What follows belongs to an exercise in optimizing a design on an open flow for small area, a short achievable clock period and few clock cycles; a production flow would make more cautious choices.
Function was checked by simulation only, so behaviour that the tests miss may differ from the original.
Power is estimated from default activity; no workload was simulated.

$ cat run.sh
#!/bin/bash
# synth_recipe.tcl (not shown) runs the flow's synth.tcl, then flattens the netlist and writes it again
# the make line also repeats each setting of config.mk as NAME=value (left out here)
make -C /OpenROAD-flow-scripts/flow DESIGN_CONFIG=/design/flow/config.mk WORK_HOME=/design/flow/orfs CLKGATE_MAP_FILE= SYNTH_SCRIPT=/design/flow/synth_recipe.tcl finish
$ cat config.mk
export PLATFORM = sky130hd
export DESIGN_NAME = simplevm_core
export DESIGN_NICKNAME = simplevm_core
export VERILOG_FILES = /design/flow/design.v
export SDC_FILE = /design/flow/constraint.sdc
export NUM_CORES = 4
export LEC_CHECK = 0
export CAP_MARGIN = 20
export CORE_MARGIN = 2
export CORE_UTILIZATION = 40
export SLEW_MARGIN = 20
$ cat constraint.sdc
create_clock -name core_clock -period 15.0 [get_ports {clk}]
set_input_delay 3.0000 -clock core_clock [delete_from_list [all_inputs] [get_ports {clk}]]
set_output_delay 3.0000 -clock core_clock [all_outputs]
set_load 0.01 [all_outputs]
$ cat design.v
module simplevm_core (
    input  wire        clk,
    input  wire        rst,           
    output reg         mem_req,
    output reg         mem_we,
    output reg  [11:0] mem_addr,
    output reg  [7:0]  mem_wdata,
    input  wire        mem_ready,
    input  wire [7:0]  mem_rdata,
    output reg         out_valid,
    output reg  [7:0]  out_byte,
    output wire        halted,
    output wire        faulted,
    output wire [7:0]  exit_code,
    output wire [2:0]  fault_kind,
    output wire [15:0] fault_pc,
    output wire [15:0] fault_word,
    output wire [3:0]  flags
);
    localparam [2:0] F_INVALID_OPCODE  = 3'd3;
    localparam [2:0] F_STACK_OVERFLOW  = 3'd5;
    localparam [2:0] F_STACK_UNDERFLOW = 3'd6;
    localparam [2:0] F_MEMORY_BOUNDS   = 3'd7;
    localparam [3:0] S_HDR0   = 4'd0,    
                     S_HDR1   = 4'd1,    
                     S_FETCH0 = 4'd2,    
                     S_FETCH1 = 4'd3,    
                     S_EXEC   = 4'd4,    
                     S_PUSH   = 4'd5,    
                     S_POP    = 4'd6,    
                     S_PRINT  = 4'd7,    
                     S_HALT   = 4'd8,
                     S_FAULT  = 4'd9;
    reg [3:0]  state;
    reg [7:0]  x [0:15];
    reg [15:0] pc;
    reg [15:0] ipc;       
    reg [15:0] ir;
    reg [11:0] sp;
    reg [15:0] crr;
    reg        f_ov, f_zd, f_nzr, f_lt;
    reg [12:0] pptr;      
    reg [7:0]  code_r;
    reg [2:0]  fkind_r;
    reg [15:0] fpc_r;
    reg [15:0] fword_r;
    assign halted     = (state == S_HALT);
    assign faulted    = (state == S_FAULT);
    assign exit_code  = code_r;
    assign fault_kind = fkind_r;
    assign fault_pc   = fpc_r;
    assign fault_word = fword_r;
    assign flags      = {f_lt, f_nzr, f_zd, f_ov};
    wire [3:0]  op_a = ir[15:12];
    wire [3:0]  op_b = ir[11:8];
    wire [3:0]  op_c = ir[7:4];
    wire [3:0]  op_d = ir[3:0];
    wire [7:0]  op_cd  = ir[7:0];
    wire [11:0] op_bcd = ir[11:0];
    wire [7:0] xc = x[op_c];
    wire [7:0] xd = x[op_d];
    wire [8:0]  sum  = {1'b0, xc} + {1'b0, xd};
    wire [8:0]  diff = {1'b0, xc} - {1'b0, xd};
    wire [15:0] prod = xc * xd;
    wire [7:0]  quot = (xd == 8'd0) ? 8'd0 : xc / xd;
    wire [7:0]  rem  = (xd == 8'd0) ? 8'd0 : xc % xd;
    always @(*) begin
        mem_req   = 1'b0;
        mem_we    = 1'b0;
        mem_addr  = 12'd0;
        mem_wdata = 8'd0;
        case (state)
            S_HDR0:   begin mem_req = 1'b1; mem_addr = 12'd0; end
            S_HDR1:   begin mem_req = 1'b1; mem_addr = 12'd1; end
            S_FETCH0: begin mem_req = (pc <= 16'd4094); mem_addr = pc[11:0]; end
            S_FETCH1: begin mem_req = 1'b1; mem_addr = pc[11:0] + 12'd1; end
            S_PUSH:   begin mem_req = 1'b1; mem_we = 1'b1; mem_addr = sp; mem_wdata = x[op_d]; end
            S_POP:    begin mem_req = 1'b1; mem_addr = sp + 12'd1; end
            S_PRINT:  begin mem_req = ~pptr[12]; mem_addr = pptr[11:0]; end
            default:  ;
        endcase
    end
    wire done_access = mem_req & mem_ready;
    integer i;
    always @(posedge clk) begin
        out_valid <= 1'b0;
        if (rst) begin
            state   <= S_HDR0;
            for (i = 0; i < 16; i = i + 1) x[i] <= 8'd0;
            pc      <= 16'd0;
            ipc     <= 16'd0;
            ir      <= 16'd0;
            sp      <= 12'd4095;
            crr     <= 16'd0;
            f_ov    <= 1'b0;
            f_zd    <= 1'b0;
            f_nzr   <= 1'b0;
            f_lt    <= 1'b0;
            pptr    <= 13'd0;
            code_r  <= 8'd0;
            fkind_r <= 3'd0;
            fpc_r   <= 16'd0;
            fword_r <= 16'd0;
            out_byte <= 8'd0;
        end else begin
            case (state)
                S_HDR0: if (done_access) begin
                    pc[15:8] <= mem_rdata;
                    state    <= S_HDR1;
                end
                S_HDR1: if (done_access) begin
                    pc[7:0] <= mem_rdata;
                    state   <= S_FETCH0;
                end
                S_FETCH0: begin
                    if (pc > 16'd4094) begin
                        fkind_r <= F_MEMORY_BOUNDS;
                        fpc_r   <= pc;
                        fword_r <= 16'd0;
                        state   <= S_FAULT;
                    end else if (done_access) begin
                        ir[15:8] <= mem_rdata;
                        ipc      <= pc;
                        state    <= S_FETCH1;
                    end
                end
                S_FETCH1: if (done_access) begin
                    ir[7:0] <= mem_rdata;
                    pc      <= pc + 16'd2;
                    state   <= S_EXEC;
                end
                S_EXEC: begin
                    state <= S_FETCH0;
                    case (op_a)
                        4'h0: begin
                            if (op_b == 4'h0) begin
                                code_r <= xd;
                                state  <= S_HALT;
                            end else if (op_b == 4'h1) begin
                                pc <= crr;
                            end else begin
                                state <= S_FAULT;
                            end
                        end
                        4'h1: begin
                            case (op_b)
                                4'h0: begin
                                    x[op_c] <= sum[7:0];
                                    if (sum[8]) f_ov <= 1'b1;
                                end
                                4'h1: begin
                                    x[op_c] <= diff[7:0];
                                    if (diff[8]) f_ov <= 1'b1;
                                end
                                4'h2: begin
                                    x[op_c] <= prod[7:0];
                                    if (prod[15:8] != 8'd0) f_ov <= 1'b1;
                                end
                                4'h3: begin
                                    if (xd == 8'd0) begin
                                        f_zd <= 1'b1;
                                    end else begin
                                        x[op_c] <= quot;
                                        x[15]   <= rem;
                                        if (rem != 8'd0) f_nzr <= 1'b1;
                                    end
                                end
                                4'h4: begin
                                    if (xc < xd) f_lt <= 1'b1;
                                end
                                default: state <= S_FAULT;
                            endcase
                        end
                        4'h2: x[op_b] <= op_cd;
                        4'h3: begin
                            if (f_lt) begin
                                pc   <= {4'd0, op_bcd};
                                f_lt <= 1'b0;
                            end
                        end
                        4'h4: begin
                            pptr  <= {1'b0, op_bcd};
                            state <= S_PRINT;
                        end
                        4'h5: begin
                            crr <= pc;
                            pc  <= {4'd0, op_bcd};
                        end
                        4'h6: begin
                            if (op_b == 4'h0) begin
                                if (sp == 12'd0) begin
                                    fkind_r <= F_STACK_OVERFLOW;
                                    fpc_r   <= ipc;
                                    fword_r <= ir;
                                    state   <= S_FAULT;
                                end else begin
                                    state <= S_PUSH;
                                end
                            end else if (op_b == 4'h1) begin
                                if (sp == 12'd4095) begin
                                    fkind_r <= F_STACK_UNDERFLOW;
                                    fpc_r   <= ipc;
                                    fword_r <= ir;
                                    state   <= S_FAULT;
                                end else begin
                                    state <= S_POP;
                                end
                            end else begin
                                state <= S_FAULT;
                            end
                        end
                        4'h7: x[op_b] <= xd;
                        4'h8: pc <= {4'd0, op_bcd};
                        4'h9: begin
                            case (op_b)
                                4'h0: x[op_c] <= xc | xd;
                                4'h1: x[op_c] <= xc & xd;
                                4'h2: x[op_c] <= xc ^ xd;
                                4'h3: x[op_c] <= ~xc;
                                default: state <= S_FAULT;
                            endcase
                        end
                        default: state <= S_FAULT;
                    endcase
                    if ((op_a == 4'h0 && op_b > 4'h1) ||
                        (op_a == 4'h1 && op_b > 4'h4) ||
                        (op_a == 4'h6 && op_b > 4'h1) ||
                        (op_a == 4'h9 && op_b > 4'h3) ||
                        (op_a > 4'h9)) begin
                        fkind_r <= F_INVALID_OPCODE;
                        fpc_r   <= ipc;
                        fword_r <= ir;
                    end
                end
                S_PUSH: if (done_access) begin
                    sp    <= sp - 12'd1;
                    state <= S_FETCH0;
                end
                S_POP: if (done_access) begin
                    x[op_d] <= mem_rdata;
                    sp      <= sp + 12'd1;
                    state   <= S_FETCH0;
                end
                S_PRINT: begin
                    if (pptr[12]) begin
                        fkind_r <= F_MEMORY_BOUNDS;
                        fpc_r   <= ipc;
                        fword_r <= ir;
                        state   <= S_FAULT;
                    end else if (done_access) begin
                        if (mem_rdata == 8'd0) begin
                            x[14] <= 8'd0;
                            state <= S_FETCH0;
                        end else begin
                            out_valid <= 1'b1;
                            out_byte  <= mem_rdata;
                            pptr      <= pptr + 13'd1;
                        end
                    end
                end
                default: ;   
            endcase
        end
    end
endmodule
==> impl_metrics.env <==
export IMPL_slew_headroom_pct=24.4
export IMPL_yosysWarnings=1
export IMPL_cts_sinks=285
export IMPL_post_synth_and_or_nand_nor_area_fraction_pct=19.9
export IMPL_ant_nets=0
export IMPL_synth_compound_area_share_pct=15.7
export IMPL_min_path_type="reg -> reg"
export IMPL_start_util_pct=40.3
export IMPL_cts_root_buf="clkbuf_16"
export IMPL_synth_adder_area_share_pct=10.5
export IMPL_final_cells=2999
export IMPL_cts_clk_slew_worst_paths_ns=0.07
export IMPL_postCtsSetupBuffers=0
export IMPL_antenna_found_initial=0
export IMPL_synth_top_family_by_area="simple AND/OR/NAND/NOR gates"
export IMPL_die_w_um=228
export IMPL_ys_flop_type="dfxtp_1"
export IMPL_dpl_cell_count=2935
export IMPL_synth_area_per_cell_um2=8.84
export IMPL_muxShareOfSynthArea_pct=11.2
export IMPL_crit_type="reg -> reg"
export IMPL_synth_nets=2435
export IMPL_syn_inst=2279
export IMPL_finalMaxSlewViolations=0
export IMPL_hold_viol=0
export IMPL_final_nets=2457
export IMPL_synth_xor_area_share_pct=2.78
export IMPL_worstSetupEndpointType="register"
export IMPL_wl_um=70900
export IMPL_grt_total_usage_pct=26.6
export IMPL_clock_skew_ns=0.0264
export IMPL_outcome="finished clean"
export IMPL_grt_pass1_wl_um=108000
export IMPL_post_drt_wl_per_cell_um=23.7
export IMPL_worst_ir_drop_vdd_mv=0.0855
export IMPL_cp_common_cell="ha_1"
export IMPL_tightest_slew_ns=1.13
export IMPL_cp_max_fo=21
export IMPL_ys_types=81
export IMPL_grt_pass1_vias=17300
export IMPL_max_stage_delay_ns=0.58
export IMPL_cts_buffer_depth=3
export IMPL_core_area_um2=50000
export IMPL_die_area_um2=52200
export IMPL_numCtsBuffers=35
export IMPL_arrival_ns=14.36
export IMPL_cts_max_level=2
export IMPL_io_pin_count=91
export IMPL_worst_path_max_delay_cell="mux4_1"
export IMPL_p_leak_uw=0.00867
export IMPL_rsz0062_at_grt="no"
export IMPL_antennaDiodeCount=0
export IMPL_drive_above_1_share_pct=9.84
export IMPL_layout_min_cycle_time_ns=14.08
export IMPL_drc=0
export IMPL_setup_tns_ns=0
export IMPL_p_per_area_nw_per_um2=153
export IMPL_area_growth_pct=13.7
export IMPL_ys_ff_latch=285
export IMPL_fp_row_count=82
export IMPL_fmax_mhz=71.0
export IMPL_synth_cell_area_um2=20100
export IMPL_cts_tree="built"
export IMPL_gp_congestion=0.963
export IMPL_die_h_um=228
export IMPL_finalSetupViolCount=0
export IMPL_avgViaCountPerCell=6.11
export IMPL_cp_required_ns=15.29
export IMPL_drt_initial_drc_count=2143
export IMPL_synth_edf_count=128
export IMPL_fin_crit_sh_pct=93.9
export IMPL_num_vias=18300
export IMPL_synth_async_reset_ratio_pct=0
export IMPL_portBuffers=90
export IMPL_clock_latency_ns=0.56
export IMPL_cap_violations=0
export IMPL_grt_overflow_total=0
export IMPL_grt_start_max_net_pins=80
export IMPL_cp_start_kind="register"
export IMPL_first_pass_iters=6
export IMPL_seq_area_frac_synth_pct=34.7
export IMPL_post_dp_hpwl_um=51400
-- repair_timing --
item	in CTS	in global routing
hold buffers	0	0
setup endpoints to repair	0	24
gates resized for setup	0	5
-- area by class of cell --
type,count,area [µm²]
timing repair buffer,141,1300
multi-input combinational,1737,12100
clock inverter,9,168
inverter,101,382
sequential,285,6990
clock buffer,54,1070
fill,4868,27100
tap,672,841
-- cell families (layout without fill, tap and decap cells) --
logic type      Yosys count  after routing
compound gates          490            490
xor+xnor                 64             64
fa+ha+maj               145            145
buf+inv                 257            305
flops                   285            285
mux                     130            130
simple gates            908            908
-- path summary, 6_finish.rpt --
| check | to | cells after the start | start | slack [ns] |
|---|---|---|---|---|
| worst max-delay path | x[15][0] | 56 | register | 0.92 |
| worst min register to register | fword_r[2] | 2 | fword_r[2] | 0.45 |
| worst max register to register | x[15][0] | 56 | register | 0.92 |
| worst min-delay path | fword_r[2] | 2 | fword_r[2] | 0.45 |
-- critical path, delay by kind of cell, from the launching register on --
| family | cells | cell delay [ns] |
|---|---|---|
| multiplexers | 4 | 1.54 |
| AND/OR/NAND/NOR | 16 | 4.17 |
| flip-flops | 1 | 0.54 |
| AO/OA/AOI/OAI | 25 | 4.52 |
| buffers and inverters | 4 | 0.82 |
| adder cells (fa/ha/maj) | 7 | 2.19 |
-- synth_stat cells, types with 17 or more instances --
cell type,number,area [µm²]
a21o_1,24,180
a21oi_1,178,891
a311oi_1,19,166
and3_1,30,188
clkbuf_1,123,462
dfxtp_1,157,3140
edfxtp_1,128,3840
fa_1,39,781
ha_1,106,1330
inv_1,94,353
mux2_2,17,191
mux2i_1,38,380
mux4_2,70,1580
nand2_1,290,1090
nand2b_1,17,106
nand3_1,93,465
nor2_1,340,1280
nor3_1,45,225
o21ai_0,83,415
xnor2_1,42,368
xor2_1,22,193
-- cell usage in the layout, fill, tap and decap left out, types with 22 or more instances in the layout --
master / Yosys / final
a21o_1: 24 / 24
a21oi_1: 178 / 176
and3_1: 30 / 30
buf_4: 7 / 50
clkbuf_16: 0 / 37
clkdlybuf4s50_1: 0 / 89
dfxtp_1: 157 / 154
edfxtp_1: 128 / 128
fa_1: 39 / 39
ha_1: 106 / 106
inv_1: 94 / 94
mux2i_1: 38 / 38
mux4_2: 70 / 70
nand2_1: 290 / 290
nand3_1: 93 / 93
nor2_1: 340 / 339
nor3_1: 45 / 43
o21ai_0: 83 / 82
xnor2_1: 42 / 42
xor2_1: 22 / 22
-- sequential cells by signal, indices dropped and copies added (netlist names), named ones only --
name	count
fword_r	16
ir	16
out_byte	8
f_zd	1
fkind_r	3
state	4
fpc_r	16
pc	16
out_valid	1
sp	12
f_ov	1
pptr	13
crr	16
ipc	16
f_nzr	1
x	128
code_r	8
f_lt	1
-- metal layers --
metal,global-route usage [%],vias to the layer above,wire length [µm]
met2,41.0,943,31500
met4,8.62,0,2220
met1,38.3,9009,31000
met5,0,-,0
li1,-,8256,-
met3,4.17,121,6260
-- power by group --
group          switching, µW  internal, µW
sequential               114           876
combinational            969           629
clock                    350           563
-- through the flow --
step	power [µW]	cell area, µm²	util [%]	setup WS [ns]	hold slack [ns]
final	3500	22900	45.8	0.922	0.448
after floorplan	2070	20100	-	0.881	0.436
after global placement	2550	21600	43.3	1.02	0.441
after CTS	3490	22900	45.8	0.577	0.453
after detailed placement	2570	21600	43.3	0.593	0.446
after global routing	3710	22900	45.8	0.00119	0.470
Testbench counts, summed over its fixed seeds: cycles 150,670.

[what the ideal ports hide]
How much do the figures lean on ideal ports? The routed layout below was timed once more, with nothing changed but the port constraints. Step 1, drivers: a clkbuf_16 drives clk and a buf_2 each remaining input, both assumed. Step 2 moves the port delays by t, midway between the first and last clock arrival at a register: inputs arrive t later, outputs are due t later. That takes back most of the time a late clock gives input paths. a / b / c = ideal ports / drivers / drivers and shift; a / b = the first two.
t (ns): 0.601
setup slack, ns: 0.922 / 0.922 / 0.922
worst setup path at the end: register to register
latest minus earliest clock arrival (ns): 0.030 / 0.030
pins driven straight from the clock port: 1
After both steps this run still meets setup and hold. The setup slack of this run moves by 0.000 ns with the drivers and by 0.000 ns with both steps.
